This design comes from an exercise in tuning for small area, a short achievable clock period and few clock cycles on the open sky130 flow, not from production work. Function was checked by simulation only, so behaviour that the tests miss may differ from the original. Power figures rest on the tool's default switching activity, not on a simulated workload.

### flow/config.mk
export PLATFORM = sky130hd
export DESIGN_NAME = apf_core
export DESIGN_NICKNAME = apf_core
export VERILOG_FILES = /design/flow/design.v
export SDC_FILE = /design/flow/constraint.sdc
export NUM_CORES = 4
export LEC_CHECK = 0
export CAP_MARGIN = 20
export CORE_MARGIN = 2
export CORE_UTILIZATION = 30
export PLACE_DENSITY = 0.5
export SLEW_MARGIN = 20
### flow/constraint.sdc
create_clock -name core_clock -period 11.0 [get_ports {clk}]
set_input_delay 2.2000 -clock core_clock [delete_from_list [all_inputs] [get_ports {clk}]]
set_output_delay 2.2000 -clock core_clock [all_outputs]
set_load 0.01 [all_outputs]
### flow/design.v
module apf_core (
    input  wire        clk,
    input  wire        rst,           
    input  wire        start,         
    input  wire [31:0] program_len,
    input  wire [31:0] packet_len,
    input  wire [31:0] filter_age,
    output reg         prog_rd,
    output reg  [31:0] prog_addr,
    input  wire [7:0]  prog_data,
    output reg         pkt_rd,
    output reg  [31:0] pkt_addr,
    input  wire [7:0]  pkt_data,
    output reg         done,          
    output reg         pass           
);
    localparam [4:0] OP_LDB  = 5'd1,  OP_LDH  = 5'd2,  OP_LDW  = 5'd3,
                     OP_LDBX = 5'd4,  OP_LDHX = 5'd5,  OP_LDWX = 5'd6,
                     OP_ADD  = 5'd7,  OP_MUL  = 5'd8,  OP_DIV  = 5'd9,
                     OP_AND  = 5'd10, OP_OR   = 5'd11, OP_SH   = 5'd12,
                     OP_LI   = 5'd13, OP_JMP  = 5'd14, OP_JEQ  = 5'd15,
                     OP_JNE  = 5'd16, OP_JGT  = 5'd17, OP_JLT  = 5'd18,
                     OP_JSET = 5'd19, OP_JNEBS = 5'd20, OP_EXT = 5'd21;
    localparam [4:0] S_IDLE   = 5'd0,
                     S_INIT   = 5'd1,    
                     S_INIT_W = 5'd2,
                     S_FETCH  = 5'd3,    
                     S_OPC    = 5'd4,    
                     S_IMM    = 5'd5,    
                     S_IMM_W  = 5'd6,
                     S_DISP   = 5'd7,    
                     S_CMP    = 5'd8,    
                     S_CMP_W  = 5'd9,
                     S_EXEC   = 5'd10,
                     S_LD     = 5'd11,   
                     S_LD_W   = 5'd12,
                     S_DIV    = 5'd13,   
                     S_JB     = 5'd14,   
                     S_JB_W   = 5'd15,
                     S_STEP   = 5'd16;   
    reg [4:0]  state;
    reg [31:0] pc;
    reg [31:0] budget;
    reg [31:0] r0, r1;
    reg [31:0] slots [0:15];
    reg [4:0]  opc;
    reg        rsel;
    reg [2:0]  ilen;         
    reg [31:0] imm;
    reg [31:0] cmpv;         
    reg [31:0] cnt;          
    reg [23:0] acc;          
    reg [31:0] paddr;        
    reg [31:0] laddr;        
    reg [31:0] jend;         
    reg [31:0] dquo, drem, ddiv;
    reg [5:0]  dcnt;
    wire [32:0] plen33 = {1'b0, program_len};
    wire [32:0] klen33 = {1'b0, packet_len};
    reg [31:0] simm;
    always @(*) begin
        case (ilen)
            3'd1:    simm = {{24{imm[7]}}, imm[7:0]};
            3'd2:    simm = {{16{imm[15]}}, imm[15:0]};
            default: simm = imm;
        endcase
    end
    wire [31:0] sel_reg  = rsel ? r1 : r0;
    wire [31:0] operand  = rsel ? r1 : imm;      
    wire [31:0] cmp_op   = rsel ? r1 : cmpv;     
    wire [31:0] sh_amt   = rsel ? r1 : simm;
    wire        sh_left  = ~sh_amt[31] && (sh_amt != 32'd0);
    wire [31:0] sh_neg   = 32'd0 - sh_amt;
    wire [31:0] sh_mag   = sh_left ? sh_amt : sh_neg;
    wire        sh_big   = (sh_mag[31:5] != 27'd0);
    wire [31:0] sh_res   = sh_big ? 32'd0 :
                           (sh_left ? (r0 << sh_mag[4:0]) : (r0 >> sh_mag[4:0]));
    wire [2:0]  ld_size  = (opc == OP_LDB || opc == OP_LDBX) ? 3'd1 :
                           (opc == OP_LDH || opc == OP_LDHX) ? 3'd2 : 3'd4;
    wire        ld_index = (opc == OP_LDBX || opc == OP_LDHX || opc == OP_LDWX);
    wire [31:0] ld_offs  = ld_index ? (imm + r1) : imm;
    wire        ld_ok    = ({1'b0, ld_offs} + {30'd0, ld_size}) <= klen33;
    reg cond;
    always @(*) begin
        case (opc)
            OP_JEQ:  cond = (r0 == cmp_op);
            OP_JNE:  cond = (r0 != cmp_op);
            OP_JGT:  cond = (r0 >  cmp_op);
            OP_JLT:  cond = (r0 <  cmp_op);
            default: cond = ((r0 & cmp_op) != 32'd0);
        endcase
    end
    wire [31:0] jb_n     = cmp_op;
    wire        jb_prog_ok = (jb_n != 32'd0) &&
                             ({1'b0, pc} + {1'b0, jb_n} <= plen33);
    wire        jb_pkt_ok  = (jb_n != 32'd0) &&
                             ({1'b0, sel_reg} + {1'b0, jb_n} <= klen33);
    wire        has_cmp  = (opc >= OP_JEQ) && (opc <= OP_JNEBS) && !rsel && (ilen != 3'd0);
    wire [32:0] div_trial = {drem[31:0], dquo[31]} - {1'b0, ddiv};
    always @(*) begin
        prog_rd   = 1'b0;
        prog_addr = 32'd0;
        pkt_rd    = 1'b0;
        pkt_addr  = 32'd0;
        case (state)
            S_INIT: begin
                pkt_rd   = 1'b1;
                pkt_addr = 32'd0;
            end
            S_FETCH: begin
                if ({1'b0, pc} < plen33) begin
                    prog_rd   = 1'b1;
                    prog_addr = pc;
                end
            end
            S_IMM, S_CMP: begin
                prog_rd   = 1'b1;
                prog_addr = pc;
            end
            S_LD: begin
                pkt_rd   = 1'b1;
                pkt_addr = paddr;
            end
            S_JB: begin
                prog_rd   = 1'b1;
                prog_addr = laddr;
                pkt_rd    = 1'b1;
                pkt_addr  = paddr;
            end
            default: ;
        endcase
    end
    integer i;
    task finish(input verdict);
        begin
            done  <= 1'b1;
            pass  <= verdict;
            state <= S_IDLE;
        end
    endtask
    always @(posedge clk) begin
        if (rst) begin
            state <= S_IDLE;
            done  <= 1'b0;
            pass  <= 1'b0;
        end else begin
            done <= 1'b0;
            case (state)
                S_IDLE: begin
                    if (start) begin
                        pc     <= 32'd0;
                        budget <= program_len;
                        r0     <= 32'd0;
                        r1     <= 32'd0;
                        for (i = 0; i < 13; i = i + 1)
                            slots[i] <= 32'd0;
                        slots[13] <= 32'd0;
                        slots[14] <= packet_len;
                        slots[15] <= filter_age;
                        state <= (packet_len != 32'd0) ? S_INIT : S_FETCH;
                    end
                end
                S_INIT: state <= S_INIT_W;
                S_INIT_W: begin
                    if (pkt_data[7:4] == 4'd4)
                        slots[13] <= {26'd0, pkt_data[3:0], 2'b00};
                    state <= S_FETCH;
                end
                S_FETCH: begin
                    if ({1'b0, pc} == plen33)
                        finish(1'b1);
                    else if ({1'b0, pc} == plen33 + 33'd1)
                        finish(1'b0);
                    else if ({1'b0, pc} > plen33)
                        finish(1'b1);           
                    else
                        state <= S_OPC;
                end
                S_OPC: begin
                    opc  <= prog_data[7:3];
                    rsel <= prog_data[0];
                    imm  <= 32'd0;
                    cmpv <= 32'd0;
                    pc   <= pc + 32'd1;
                    case (prog_data[2:1])
                        2'd0: begin ilen <= 3'd0; cnt <= 32'd0; end
                        2'd1: begin ilen <= 3'd1; cnt <= 32'd1; end
                        2'd2: begin ilen <= 3'd2; cnt <= 32'd2; end
                        default: begin ilen <= 3'd4; cnt <= 32'd4; end
                    endcase
                    if (prog_data[2:1] == 2'd0)
                        state <= S_DISP;
                    else if ({1'b0, pc} + 33'd1 +
                             (prog_data[2:1] == 2'd1 ? 33'd1 :
                              prog_data[2:1] == 2'd2 ? 33'd2 : 33'd4) > plen33)
                        finish(1'b1);           
                    else
                        state <= S_IMM;
                end
                S_IMM: state <= S_IMM_W;
                S_IMM_W: begin
                    imm <= {imm[23:0], prog_data};
                    pc  <= pc + 32'd1;
                    cnt <= cnt - 32'd1;
                    state <= (cnt == 32'd1) ? S_DISP : S_IMM;
                end
                S_DISP: begin
                    if (has_cmp) begin
                        if ({1'b0, pc} + {30'd0, ilen} > plen33)
                            finish(1'b1);       
                        else begin
                            cnt   <= {29'd0, ilen};
                            state <= S_CMP;
                        end
                    end else
                        state <= S_EXEC;
                end
                S_CMP: state <= S_CMP_W;
                S_CMP_W: begin
                    cmpv <= {cmpv[23:0], prog_data};
                    pc   <= pc + 32'd1;
                    cnt  <= cnt - 32'd1;
                    state <= (cnt == 32'd1) ? S_EXEC : S_CMP;
                end
                S_EXEC: begin
                    state <= S_STEP;
                    case (opc)
                        OP_LDB, OP_LDH, OP_LDW, OP_LDBX, OP_LDHX, OP_LDWX: begin
                            if (!ld_ok)
                                finish(1'b1);
                            else begin
                                paddr <= ld_offs;
                                cnt   <= {29'd0, ld_size};
                                acc   <= 24'd0;
                                state <= S_LD;
                            end
                        end
                        OP_ADD: r0 <= r0 + operand;
                        OP_MUL: r0 <= r0 * operand;
                        OP_AND: r0 <= r0 & operand;
                        OP_OR:  r0 <= r0 | operand;
                        OP_DIV: begin
                            if (operand == 32'd0)
                                finish(1'b1);
                            else begin
                                dquo  <= r0;
                                drem  <= 32'd0;
                                ddiv  <= operand;
                                dcnt  <= 6'd32;
                                state <= S_DIV;
                            end
                        end
                        OP_SH:  r0 <= sh_res;
                        OP_LI: begin
                            if (rsel) r1 <= simm; else r0 <= simm;
                        end
                        OP_JMP: pc <= pc + imm;
                        OP_JEQ, OP_JNE, OP_JGT, OP_JLT, OP_JSET: begin
                            if (cond) pc <= pc + imm;
                        end
                        OP_JNEBS: begin
                            if (!jb_prog_ok || !jb_pkt_ok)
                                finish(1'b1);
                            else begin
                                laddr <= pc;
                                paddr <= sel_reg;
                                cnt   <= jb_n;
                                jend  <= pc + jb_n;
                                state <= S_JB;
                            end
                        end
                        OP_EXT: begin
                            if (imm < 32'd16) begin
                                if (rsel) r1 <= slots[imm[3:0]];
                                else      r0 <= slots[imm[3:0]];
                            end else if (imm < 32'd32) begin
                                slots[imm[3:0]] <= sel_reg;
                            end else if (imm == 32'd32) begin
                                if (rsel) r1 <= ~r1; else r0 <= ~r0;
                            end else if (imm == 32'd33) begin
                                if (rsel) r1 <= 32'd0 - r1; else r0 <= 32'd0 - r0;
                            end else if (imm == 32'd34) begin
                                r0 <= r1;
                                r1 <= r0;
                            end else if (imm == 32'd35) begin
                                if (rsel) r1 <= r0; else r0 <= r1;
                            end else
                                finish(1'b1);   
                        end
                        default: finish(1'b1);  
                    endcase
                end
                S_LD: state <= S_LD_W;
                S_LD_W: begin
                    acc   <= {acc[15:0], pkt_data};
                    paddr <= paddr + 32'd1;
                    cnt   <= cnt - 32'd1;
                    if (cnt == 32'd1) begin
                        if (rsel) r1 <= {acc[23:0], pkt_data};
                        else      r0 <= {acc[23:0], pkt_data};
                        state <= S_STEP;
                    end else
                        state <= S_LD;
                end
                S_DIV: begin
                    if (!div_trial[32]) begin
                        drem <= div_trial[31:0];
                        dquo <= {dquo[30:0], 1'b1};
                    end else begin
                        drem <= {drem[30:0], dquo[31]};
                        dquo <= {dquo[30:0], 1'b0};
                    end
                    dcnt <= dcnt - 6'd1;
                    if (dcnt == 6'd1) begin
                        r0    <= {dquo[30:0], ~div_trial[32]};
                        state <= S_STEP;
                    end
                end
                S_JB: state <= S_JB_W;
                S_JB_W: begin
                    if (prog_data != pkt_data) begin
                        pc    <= jend + imm;    
                        state <= S_STEP;
                    end else if (cnt == 32'd1) begin
                        pc    <= jend;          
                        state <= S_STEP;
                    end else begin
                        laddr <= laddr + 32'd1;
                        paddr <= paddr + 32'd1;
                        cnt   <= cnt - 32'd1;
                        state <= S_JB;
                    end
                end
                S_STEP: begin
                    budget <= budget - 32'd1;
                    if (budget == 32'd1)
                        finish(1'b1);           
                    else
                        state <= S_FETCH;
                end
                default: state <= S_IDLE;
            endcase
        end
    end
endmodule
### flow/run.sh
#!/bin/bash
# synth_recipe.tcl (not shown) runs the flow's synth.tcl, then flattens the netlist and writes it again
# the make line also repeats each setting of config.mk as NAME=value (left out here)
make -C /OpenROAD-flow-scripts/flow DESIGN_CONFIG=/design/flow/config.mk WORK_HOME=/design/flow/orfs CLKGATE_MAP_FILE= SYNTH_SCRIPT=/design/flow/synth_recipe.tcl finish
==> metrics.md <==
| Metric | Value |
|---|---|
| Status | `timing/DRC/antenna clean` |
| Tightest Pin Transition | `around 1400 ps` |
| Maximum fanout along the worst path | `approximately 50` |
| Largest area contributor in the netlist | `edfxtp_1` |
| Final net count | `between 10000 and 15000` |
| RSZ-0062 raised after global routing | `no` |
| Core ar. | `300000 µm²` |
| Initial Utilization | `between 30% and 40%` |
| Hpwl dp | `between 300 and 400 mm` |
| Most used cell, CP | `o21ai_0` |
| Asr flop ratio synth | `0%` |
| Layout Skew | `between 90 and 100 ps` |
| Die Wd | `about 550 µm` |
| Period utilization | `between 90% and 100%` |
| Max Slew Vio Count | `0` |
| Sw Share | `48.0%` |
| Antenna viol nets, final | `0` |
| Leading cell type in the layout, fill and taps excluded | `nor2_1` |
| CP bufs+invs | `6` |
| Max Cap Viol | `0` |
| Setup TNS Final | `0 ps` |
| Ys flop type | `edfxtp_1` |
| Total wire length | `roughly 460 mm` |
| Critical path type | `reg -> reg` |
| CTS Buf Count | `roughly 120` |
| Initial antenna violation count | `51` |
| Top Family by Delay on Critical Path | `compound AO/OA/AOI/OAI gates` |
| WHS Path Cells | `2` |
| Post-cts sizing count | `0` |
| Startpoint types | `flip-flop` |
| CP Capture Type | `flip-flop` |
| Cell Int Power | `0.0110 W` |
| Setup Buffers After CTS | `0` |
| Yosys warns | `1` |
| DRT Pass-1 Iters | `8` |
| Clock transition at the registers of the reported paths | `around 60 ps` |
| Share of cells above drive strength 1 | `9.64%` |
| Cts hold-fix bufs | `0` |
| NetSw | `slightly above 0.01 W` |
| Final GP Congestion | `between 1 and 1.5` |
| Synth top area cells | `edfxtp_1, fa_1, ha_1, nor2_1, mux4_2` |
| Hold WS | `547 ps` |
| Commonest non-fill, non-tap cells in the layout | `nor2_1, edfxtp_1, nand2_1` |
| Top reg by flops | `slots` |
| Initial DRC count | `between 10000 and 15000` |
| RR Endpoint | `paddr[6]$_DFFE_PP_` |
| Die area | `a little over 300000 µm²` |
| Die span in y | `554 µm` |
| Max-Slew Margin vs Limit | `about 8.5%` |
| Worst vdd ir | `about 0.00052 V` |
| CTS sink cnt | `slightly below 1000` |
| Number of hold violations in the final report | `0` |
| Seq/Total Area, Yosys | `roughly a third` |
| Gr usage total | `just under 30%` |
| Vias in the first global route | `between 80000 and 90000` |
| Worst r2r src | `rsel$_DFFE_PP_` |
| Via count | `84300` |
| Avg Synthesized Cell Area | `between 9 and 10 µm²` |
| Number of fill cells | `30800` |
| Min-delay src | `dquo[19]$_DFFE_PP_` |
| H-tree depth | `3` |
| WP data arrival | `11060 ps` |
| # DRC | `0` |
| Routed len/inst | `32.7 µm` |
| R2R depth | `31` |
| Part of the power in combinational logic | `60.3%` |
| Via/cell ratio | `6.02` |
| Power per cell area | `between 200 and 250 nW/µm²` |
| Worst stage delay on the critical path | `around 900 ps` |
| Total gr overflow | `0` |
| CP max-delay cell | `a2111oi_2` |
| Largest net degree at the start of global routing | `82` |
| Syn Nets | `about 11000` |
| Fmax achieved | `about 94 MHz` |
| Hold Path End | `dquo[20]$_DFFE_PP_` |
| Reg2Reg Setup Slack | `410 ps` |
| First-pass GRT wire length | `approximately 630 mm` |
| Number of flops mapped to enable cells by yosys | `between 900 and 1000` |
| CP required | `around 11000 ps` |
| Power share of the clock group | `approximately a fifth` |
| Post-route minimum period | `approximately 11000 ps` |
| Flops & latches, synth | `~980` |
| Worst hold path type | `reg -> reg` |
| Sequential share of power | `20.7%` |
| Synth Cell Area | `90700 µm²` |
| Top cell type's share of synthesized area | `about 32%` |
| Port-buffer cells | `around 180` |
| FP Rows | `about 200` |
| Bufs on Longest Clock Path | `3` |
| Top-Level Pins | `approximately 180` |
| Final setup viols | `0` |
| CTS tree | `yes` |
| CTS Root Cell | `clkbuf_16` |
| Later-pin clock latency in the skew report | `about 850 ps` |
| Area growth from synthesis to layout | `13.3%` |
| Post-synthesis cell count | `just under 10000` |
| Pleak | `41.1 nW` |
| Max reg flops | `512` |
| Post-synthesis cell type count | `around 110` |
## synthesized netlist by cell type (all sizes together), types with 35 or more instances
master / number
nor2: 1282
edfxtp: 967
nand2: 896
inv: 826
ha: 658
o21ai: 542
a21oi: 517
clkbuf: 489
fa: 418
xnor2: 338
a21o: 201
nor3: 198
mux4: 196
xor2: 190
nand3: 183
mux2i: 125
nand4: 124
nor4: 107
a21boi: 99
buf: 92
a211oi: 88
and2: 86
o21a: 82
o22ai: 82
and3: 78
a31oi: 73
nor2b: 71
nand2b: 59
o211ai: 55
o31ai: 46
or3: 44
a221oi: 41
o21bai: 35
## power groups by stage
| stage | combinational, W | sequential [W] | clock (W) |
|---|---|---|---|
| CTS | 0.0124 | 0.00435 | 0.00404 |
| finish | 0.0127 | 0.00436 | 0.00401 |
| floorplan | 0.00788 | 0.00438 | 0 |
| global route | 0.0138 | 0.00437 | 0.00416 |
| global placement | 0.0122 | 0.00443 | 0 |
| detailed placement | 0.0123 | 0.00443 | 0 |
## through the flow
step	total power (W)	setup WS, ps	cell area, µm²	util [%]	cells
after floorplan	0.0123	-214	90700	-	9791
after global placement	0.0166	-680	98700	32.9	13800
after detailed placement	0.0167	639	98800	32.9	13800
after CTS	0.0208	558	103000	34.2	14000
after global routing	0.0223	92.6	103000	34.2	14000
final	0.0211	406	103000	34.2	14000
## area by class of cell
type / instances / area [µm²] / share of cell area [%]
multi-input cells: 7387 / 56500 / 55.0
flip-flops and latches: 978 / 29300 / 28.5
repair buffers: 586 / 4960 / 4.83
well taps: 3958 / 4950 / 4.82
inverters: 845 / 3170 / 3.09
clock buffers: 146 / 3080 / 3.00
clock inverters: 72 / 719 / 0.700
diodes: 21 / 52.6 / 0.0512
## routing by layer
| layer | vias up | track usage (%) | share of wire [%] |
|---|---|---|---|
| met1 | 42200 | 38.9 | 40 |
| met3 | 1257 | 7.60 | 12 |
| li1 | 35200 | - | - |
| met2 | 5648 | 41.7 | 41 |
| met5 | - | 0 | 0.030 |
| met4 | 22 | 16.4 | 6.8 |
## worst min-delay path, cell delays in order, from the launching register on
cell and delay, ps:
edfxtp_1 340, nand2_1 50, o21ai_0 60
## worst max path at each step
| stage | end | startpoint | depth (start not counted) |
|---|---|---|---|
| floorplan | cnt[0]$_DFFE_PP_ | rsel$_DFFE_PP_ | 35 |
| global placement | paddr[2]$_DFFE_PP_ | rsel$_DFFE_PP_ | 30 |
| global route | paddr[6]$_DFFE_PP_ | rsel$_DFFE_PP_ | 31 |
| CTS | paddr[17]$_DFFE_PP_ | rsel$_DFFE_PP_ | 30 |
| finish | paddr[6]$_DFFE_PP_ | rsel$_DFFE_PP_ | 31 |
| detailed placement | paddr[2]$_DFFE_PP_ | rsel$_DFFE_PP_ | 30 |
## logic make-up after synthesis
| logic type | after synthesis | synth area share (%) |
|---|---|---|
| flops | 978 | 32.3 |
| buf+inv | 1426 | 6.00 |
| simple gates | 3260 | 16.2 |
| fa+ha+maj | 1076 | 18.3 |
| xor+xnor | 528 | 5.10 |
| mux | 337 | 6.48 |
| compound gates | 2186 | 15.6 |
Testbench counts, summed over its fixed seeds: cycles 355,677.

[port drivers added, routing unchanged]
Ports are ideal in the flow. The routed layout listed here was re-timed in OpenROAD. Step 1 sets driving cells, clkbuf_16 on the clock port and buf_2 on the other inputs (assumed; they add their load-dependent delay and slew). Step 2, shift: input delay + t, output delay - t, t = (earliest + latest rising clock arrival at the registers) / 2. This alone moves slack from input paths to output paths. Three values: ideal ports, drivers, drivers and shift; two values: the first two.
t, ns: 0.907
slack for setup (ns): 0.406 / 0.406 / 0.406
worst setup path after step 2: register to register
After both steps this run still meets setup and hold. The setup slack of this run moves by 0.000 ns with the drivers and by 0.000 ns with both steps.
